This design comes from an exercise in tuning for small area on the open sky130 flow, not from production work.
Function was checked by simulation only, so behaviour that the tests miss may differ from the original.
Power and IR drop assume default switching activity.

## P
==> flow/design.v <==
module ft_core #(
    parameter RX_CAP      = 64,    
    parameter TX_CAP      = 40,    
    parameter PID_CONTROL = 8'h00,
    parameter PID_DATA    = 8'h01
) (
    input  wire        clk,
    input  wire        rst,           
    input  wire [31:0] now_us,        
    input  wire        lrx_valid,
    input  wire [7:0]  lrx_data,
    output wire        lrx_ready,
    input  wire [7:0]  host_max,
    output wire        hrx_valid,
    output wire [7:0]  hrx_data,
    output wire        hrx_last,
    output wire        hrx_empty,
    output wire [31:0] hrx_ts,
    input  wire        hrx_ready,
    input  wire        hwr_valid,
    input  wire [7:0]  hwr_data,
    input  wire        hwr_last,
    input  wire        hwr_empty,
    output wire        hwr_ready,
    output wire        wr_done,
    output wire [1:0]  wr_status,
    output wire        ltx_valid,
    output wire [7:0]  ltx_data,
    input  wire        ltx_ready
);
    localparam [7:0] FLAG    = 8'h7E;
    localparam [7:0] ESC     = 8'h7D;
    localparam [31:0] BSQ_MIN_INTERVAL_US = 10000;
    localparam NR = RX_CAP - 1;      
    localparam NT = TX_CAP - 3;      
    function ge_u8(input [7:0] a, input [7:0] b);
        integer i;
        reg g;
        begin
            g = 1'b1;
            for (i = 0; i < 8; i = i + 1)
                g = (a[i] & ~b[i]) | (~(a[i] ^ b[i]) & g);
            ge_u8 = g;
        end
    endfunction
    localparam [1:0] ST_SEND = 2'd0, ST_BSQ = 2'd1, ST_HOLD = 2'd2, ST_BADPARAM = 2'd3;
    reg [5:0]  cap;
    reg        bsq_valid;
    localparam [2:0] RX_OUTSIDE = 3'd0, RX_INSIDE = 3'd1, RX_ESCAPED = 3'd2,
                     RX_DELIVER = 3'd3, RX_BSN = 3'd4;
    reg [2:0]  rx_state;
    reg [6:0]  rx_len;       
    reg [31:0] rx_ts;
    reg        pid_ctl, pid_dat;
    reg [5:0]  rq;           
    reg [5:0]  rd_idx;       
    reg        hv;           
    wire       bsn_load;     
    reg        bsn_hi;       
    reg [7:0]  hd;
    reg [8*NR-1:0] rring;
    wire [7:0] rtap  = rring[8*NR-1 -: 8];    
    wire [7:0] rtap2 = rring[8*NR-9 -: 8];    
    wire [5:0] rq_inc = (rq == NR) ? 6'd1 : rq + 6'd1;
    wire is_flag = (lrx_data == FLAG);
    wire is_esc  = (lrx_data == ESC);
    wire rx_in   = (rx_state == RX_INSIDE) || (rx_state == RX_ESCAPED);
    wire app     = (rx_state == RX_ESCAPED) || (rx_state == RX_INSIDE && !is_flag && !is_esc);
    wire slot_ok = (rx_len[6:1] == 6'd0) || rx_len[6] || (rq == rx_len[5:0]);
    assign lrx_ready = (rx_state == RX_OUTSIDE) || (rx_in && (!app || slot_ok));
    wire rx_take  = lrx_valid && lrx_ready;
    wire r_we     = rx_take && app;
    wire [7:0] app_byte = {lrx_data[7:6], lrx_data[5] ^ (rx_state == RX_ESCAPED), lrx_data[4:0]};
    wire frame_fits = (rx_len != RX_CAP + 1) && ge_u8(host_max, {1'b0, rx_len});
    wire is_bsn     = frame_fits && pid_ctl && rx_len == 7'd3;
    wire is_data    = frame_fits && pid_dat;
    always @(posedge clk) begin
        rring <= {rring[8*NR-9:0], r_we ? app_byte : rtap};
        rq    <= (r_we && rx_len == 7'd1) ? 6'd2 : rq_inc;
    end
    wire rd_hit   = (rq_inc == rd_idx);
    assign hrx_last  = (rd_idx == rx_len[5:0]);
    assign hrx_empty = (rx_len == 7'd1);
    assign hrx_valid = hv;
    assign hrx_data  = hd;
    assign hrx_ts    = rx_ts;
    always @(posedge clk) begin
        if (rst) begin
            rx_state <= RX_OUTSIDE;
            hv       <= 1'b0;
        end else begin
            case (rx_state)
                RX_OUTSIDE: begin
                    if (rx_take && is_flag) begin
                        rx_len   <= 0;
                        rx_ts    <= now_us;
                        rx_state <= RX_INSIDE;
                    end
                end
                RX_INSIDE, RX_ESCAPED: begin
                    if (rx_take) begin
                        if (app) begin
                            rx_state <= RX_INSIDE;
                            if (rx_len == 7'd0) begin
                                pid_ctl <= (app_byte == PID_CONTROL);
                                pid_dat <= (app_byte == PID_DATA);
                            end
                            if (rx_len != RX_CAP + 1)
                                rx_len <= rx_len + 7'd1;
                        end else if (is_esc) begin
                            rx_state <= RX_ESCAPED;
                        end else if (rx_len == 7'd0) begin
                            rx_ts <= now_us;             
                        end else begin
                            rd_idx <= 6'd1;
                            hv     <= (rx_len == 7'd1) && is_data;
                            rx_state <= is_data ? RX_DELIVER :
                                        is_bsn  ? RX_BSN : RX_OUTSIDE;
                        end
                    end
                end
                RX_DELIVER: begin
                    if (hv && hrx_ready && hrx_last) begin
                        hv       <= 1'b0;
                        rx_state <= RX_OUTSIDE;
                    end else if ((!hv || hrx_ready) && !hrx_last && rd_hit) begin
                        hd     <= rtap2;
                        hv     <= 1'b1;
                        rd_idx <= rd_idx + 6'd1;
                    end else if (hrx_ready) begin
                        hv <= 1'b0;
                    end
                end
                default: begin       
                    if (bsn_load)
                        rx_state <= RX_OUTSIDE;
                end
            endcase
        end
    end
    wire bsn_busy = (rx_state == RX_BSN);
    localparam [1:0] TX_LOAD = 2'd0, TX_DECIDE = 2'd1, TX_SEND = 2'd2, TX_BSQ = 2'd3;
    reg [1:0] tx_state;
    reg [5:0] tx_n;        
    reg [5:0] enc_len;     
    reg [5:0] tq;          
    reg [1:0] snd_phase;   
    reg       snd_esc;     
    reg       lv;
    reg [7:0] ld;
    reg [8*NT-1:0] tring;
    wire [7:0] ttap  = tring[8*NT-1 -: 8];
    wire [5:0] tq_inc = (tq == NT - 1) ? 6'd0 : tq + 6'd1;
    wire wr_special = (hwr_data == FLAG) || (hwr_data == ESC);
    wire tx_full    = (enc_len[5:1] == TX_CAP / 2);
    wire t_hit      = (tq == tx_n);
    wire t_slot_ok  = hwr_empty || (tx_n == 6'd0) || tx_full || t_hit;
    assign hwr_ready = (tx_state == TX_LOAD) && !bsn_busy && t_slot_ok;
    wire wr_take = hwr_valid && hwr_ready;
    wire t_we    = wr_take && !hwr_empty;
    always @(posedge clk) begin
        tring <= {tring[8*NT-9:0], t_we ? hwr_data : ttap};
        tq    <= (t_we && tx_n == 6'd0) ? 6'd1 : tq_inc;
    end
    reg [31:0] bq;
    reg [1:0]  bph;
    reg [1:0]  dpass;      
    reg        el_b;       
    reg        el_ge;      
    wire [7:0] bq_tap = bq[31:24];
    wire [7:0] now_b  = now_us[8*bph +: 8];
    wire [8:0] el_d   = {1'b0, now_b} - {1'b0, bq_tap} - {8'd0, el_b & (bph != 2'd0)};
    wire       ge_in  = el_ge | (bph == 2'd0);
    wire       ge_out = (bph == 2'd0) ? (el_d[7:4] != 4'd0) :
                        (bph == 2'd1) ? (el_d[7:0] == 8'h27 ? ge_in : ge_u8(el_d[7:0], 8'h28)) :
                                        (el_d[7:0] != 8'd0) || ge_in;
    wire        too_big  = (enc_len == TX_CAP + 1);
    wire        can_send = ge_u8({2'b0, cap}, {2'b0, enc_len});
    wire        bsq_due  = !bsq_valid || el_ge;
    wire        decide   = (tx_state == TX_DECIDE);
    wire        bq_we    = decide && dpass == 2'd2 && wr_status == ST_BSQ;
    always @(posedge clk) begin
        bph <= rst ? 2'd0 : bph + 2'd1;
        bq  <= {bq[23:0], bq_we ? now_b : bq_tap};
        if (decide && dpass == 2'd1) begin
            el_b  <= el_d[8];
            el_ge <= ge_out;
        end
        if (rst || !decide)
            dpass <= 2'd0;
        else if (bph == 2'd3)
            dpass <= (dpass == 2'd2) ? 2'd0 : dpass + 2'd1;
    end
    assign wr_done   = decide && dpass == 2'd2 && bph == 2'd3;
    assign bsn_load  = bsn_busy && rd_hit && !decide;
    assign wr_status = too_big  ? ST_BADPARAM :
                       can_send ? ST_SEND :
                       bsq_due  ? ST_BSQ : ST_HOLD;
    wire lfree     = !lv || ltx_ready;
    wire t_special = (ttap == FLAG) || (ttap == ESC);
    always @(posedge clk) begin
        if (rst) begin
            tx_state <= TX_LOAD;
            tx_n     <= 0;
            enc_len  <= 3;
            lv       <= 1'b0;
        end else begin
            if (ltx_ready)
                lv <= 1'b0;
            case (tx_state)
                TX_LOAD: begin
                    if (t_we) begin
                        tx_n    <= tx_n + 6'd1;
                        enc_len <= tx_full ? TX_CAP + 1 : enc_len + (wr_special ? 6'd2 : 6'd1);
                    end
                    if (wr_take && hwr_last)
                        tx_state <= TX_DECIDE;
                end
                TX_DECIDE: begin
                    tx_n      <= 0;
                    snd_phase <= 0;
                    snd_esc   <= 1'b0;
                    if (wr_done) begin
                        case (wr_status)
                            ST_SEND: tx_state <= TX_SEND;
                            ST_BSQ:  begin tx_state <= TX_BSQ; enc_len <= 3; end
                            default: begin tx_state <= TX_LOAD; enc_len <= 3; end
                        endcase
                    end
                end
                default: begin       
                    if (lfree) begin
                        case (snd_phase)
                            2'd0: begin
                                ld <= FLAG; lv <= 1'b1;
                                snd_phase <= 2'd1;
                            end
                            2'd1: begin
                                ld <= (tx_state == TX_SEND) ? PID_DATA : PID_CONTROL; lv <= 1'b1;
                                snd_phase <= (tx_state == TX_SEND && enc_len != 6'd3) ? 2'd2 : 2'd3;
                            end
                            2'd2: begin
                                if (t_hit) begin
                                    lv <= 1'b1;
                                    enc_len <= enc_len - 6'd1;
                                    if (enc_len == 6'd4)
                                        snd_phase <= 2'd3;
                                    if (!snd_esc && t_special) begin
                                        ld      <= ESC;
                                        snd_esc <= 1'b1;
                                    end else begin
                                        ld      <= {ttap[7:6], ttap[5] ^ snd_esc, ttap[4:0]};
                                        snd_esc <= 1'b0;
                                        tx_n    <= tx_n + 6'd1;
                                    end
                                end
                            end
                            default: begin
                                ld <= FLAG; lv <= 1'b1;
                                tx_n     <= 0;
                                tx_state <= TX_LOAD;
                            end
                        endcase
                    end
                end
            endcase
        end
    end
    assign ltx_valid = lv;
    assign ltx_data  = ld;
    always @(posedge clk) begin
        if (rst) begin
            cap       <= 6'd0;
            bsq_valid <= 1'b0;
            bsn_hi    <= 1'b0;
        end else begin
            bsn_hi <= bsn_load;
            if (bsn_load)
                cap <= (rtap2[7:6] != 2'd0) ? 6'h3F : rtap2[5:0];
            else if (bsn_hi && rtap2 != 8'd0)
                cap <= 6'h3F;
            else if (wr_done && wr_status == ST_SEND)
                cap <= 6'd0;
            if (wr_done && wr_status == ST_BSQ)
                bsq_valid <= 1'b1;
        end
    end
endmodule
==> flow/config.mk <==
export PLATFORM = sky130hd
export DESIGN_NAME = ft_core
export DESIGN_NICKNAME = ft_core
export VERILOG_FILES = /design/flow/design.v
export SDC_FILE = /design/flow/constraint.sdc
export NUM_CORES = 4
export LEC_CHECK = 0
export CAP_MARGIN = 20
export CORE_MARGIN = 2
export CORE_UTILIZATION = 75
export PLACE_DENSITY = 0.85
export SLEW_MARGIN = 20
==> flow/constraint.sdc <==
create_clock -name core_clock -period 10.0 [get_ports {clk}]
set_input_delay 2.0000 -clock core_clock [delete_from_list [all_inputs] [get_ports {clk}]]
set_output_delay 2.0000 -clock core_clock [all_outputs]
set_load 0.01 [all_outputs]
standard.sh (not shown) runs the stock make flow with config.mk's settings and CLKGATE_MAP_FILE= SYNTH_SCRIPT=/design/flow/synth_recipe.tcl, a recipe that flattens the netlist after the stock synthesis.
==> flow/flow/run.sh <==
#!/bin/bash
# Own layout flow: the standard ORFS flow (standard.sh, unchanged synthesis),
# with clock tree synthesis told not to add dummy balancing loads, to cluster
# the flip-flops into groups of up to 16 behind clkbuf_8 leaf buffers and to
# build the tree above them from clkbuf_2, and with the port buffers made from
# the smallest buffer cell. Each tool's full output is in the ORFS logs under
# orfs/logs/; make's own output goes to standard.log here.
set -euo pipefail
export CTS_ARGS="-sink_clustering_enable -repair_clock_nets -dont_use_dummy_load -buf_list {sky130_fd_sc_hd__clkbuf_2} -sink_clustering_buffer sky130_fd_sc_hd__clkbuf_8 -sink_clustering_size 16 -sink_clustering_max_diameter 200"
export BUFFER_PORTS_ARGS="-buffer_cell sky130_fd_sc_hd__buf_1"
bash standard.sh finish > standard.log 2>&1
Edits applied to the flow inputs when going from P to Q:
--- a/flow/design.v
+++ b/flow/design.v
@@ -161,39 +161,38 @@
     always @(posedge clk) begin
         tring <= {tring[8*NT-9:0], t_we ? hwr_data : ttap};
         tq    <= (t_we && tx_n == 6'd0) ? 6'd1 : tq_inc;
     end
     reg [31:0] bq;
-    reg [1:0]  bph;
+    reg [3:0]  bph;
     reg [1:0]  dpass;      
     reg        el_b;       
     reg        el_ge;      
-    wire [7:0] bq_tap = bq[31:24];
-    wire [7:0] now_b  = now_us[8*bph +: 8];
-    wire [8:0] el_d   = {1'b0, now_b} - {1'b0, bq_tap} - {8'd0, el_b & (bph != 2'd0)};
-    wire       ge_in  = el_ge | (bph == 2'd0);
-    wire       ge_out = (bph == 2'd0) ? (el_d[7:4] != 4'd0) :
-                        (bph == 2'd1) ? (el_d[7:0] == 8'h27 ? ge_in : ge_u8(el_d[7:0], 8'h28)) :
-                                        (el_d[7:0] != 8'd0) || ge_in;
+    wire [1:0] bq_tap = bq[31:30];
+    wire [1:0] now_b  = now_us[2*bph +: 2];
+    wire [2:0] el_d   = {1'b0, now_b} - {1'b0, bq_tap} - {2'd0, el_b & (bph != 4'd0)};
+    wire [1:0] lim_n  = BSQ_MIN_INTERVAL_US[2*bph +: 2];
+    wire       ge_out = (bph == 4'd0) ? 1'b1 :
+                        (el_d[1:0] == lim_n) ? el_ge : ge_u8({6'd0, el_d[1:0]}, {6'd0, lim_n});
     wire        too_big  = (enc_len == TX_CAP + 1);
     wire        can_send = ge_u8({2'b0, cap}, {2'b0, enc_len});
     wire        bsq_due  = !bsq_valid || el_ge;
     wire        decide   = (tx_state == TX_DECIDE);
     wire        bq_we    = decide && dpass == 2'd2 && wr_status == ST_BSQ;
     always @(posedge clk) begin
-        bph <= rst ? 2'd0 : bph + 2'd1;
-        bq  <= {bq[23:0], bq_we ? now_b : bq_tap};
+        bph <= rst ? 4'd0 : bph + 4'd1;
+        bq  <= {bq[29:0], bq_we ? now_b : bq_tap};
         if (decide && dpass == 2'd1) begin
-            el_b  <= el_d[8];
+            el_b  <= el_d[2];
             el_ge <= ge_out;
         end
         if (rst || !decide)
             dpass <= 2'd0;
-        else if (bph == 2'd3)
+        else if (bph == 4'd15)
             dpass <= (dpass == 2'd2) ? 2'd0 : dpass + 2'd1;
     end
-    assign wr_done   = decide && dpass == 2'd2 && bph == 2'd3;
+    assign wr_done   = decide && dpass == 2'd2 && bph == 4'd15;
     assign bsn_load  = bsn_busy && rd_hit && !decide;
     assign wr_status = too_big  ? ST_BADPARAM :
                        can_send ? ST_SEND :
                        bsq_due  ? ST_BSQ : ST_HOLD;
     wire lfree     = !lv || ltx_ready;
## What came out
- On met3 routing resource usage after global routing, Q and P are neck and neck.
- In the flow results for Q and P, the well tap count is larger on P.
- Area after synthesis, Q vs P: down slightly
- The width of the chip in Q sits 0.85% below the value recorded for P.
- Sort Q and P by initial cell density of the core, ascending, and P comes first.
- Per the comparison of Q with P, row count fell by 1; total leakage power fell by 0.28 nW; least setup slack across all paths after layout fell by 0.23 ns.
- Summary of the comparison: time the final worst path needs with I/O delays and setup is higher in Q, relative to P.
- From P to Q the numbers moved as follows: number of nets in the final layout down 54; global-route usage went up by 2.7 points; relative area change from synthesis to final layout increased by 0.21 points relative to the old numbers; length of routed met2 wiring moved up; flip-flop and latch count about even.

-- what the ideal ports hide --
The flow's constraints put no driver on any port. The routed layouts listed below were extracted and timed again, unchanged, in two steps.
Step 1, drivers: a clkbuf_16 drives clk and a buf_2 each remaining input, both assumed.
Step 2 moves the port delays by t, midway between the first and last clock arrival at a register: inputs arrive t later, outputs are due t later. That takes back most of the time a late clock gives input paths.
a / b / c = ideal / step 1 / step 2; a / b = the first two.
run	t, ns	slack for setup (ns)	hold slack, ns	worst setup path after step 2	worst slew at a driven data input, ns
P	0.946	4.700 / 4.679 / 4.679	0.243 / 0.243 / 0.243	input to output	0.06
Q	0.941	4.469 / 4.442 / 4.442	0.197 / 0.197 / 0.197	input to output	0.05
After both steps every run listed still meets setup and hold. The setup slack of Q, which loses most, moves by -0.027 ns with the drivers and by -0.027 ns with both steps.
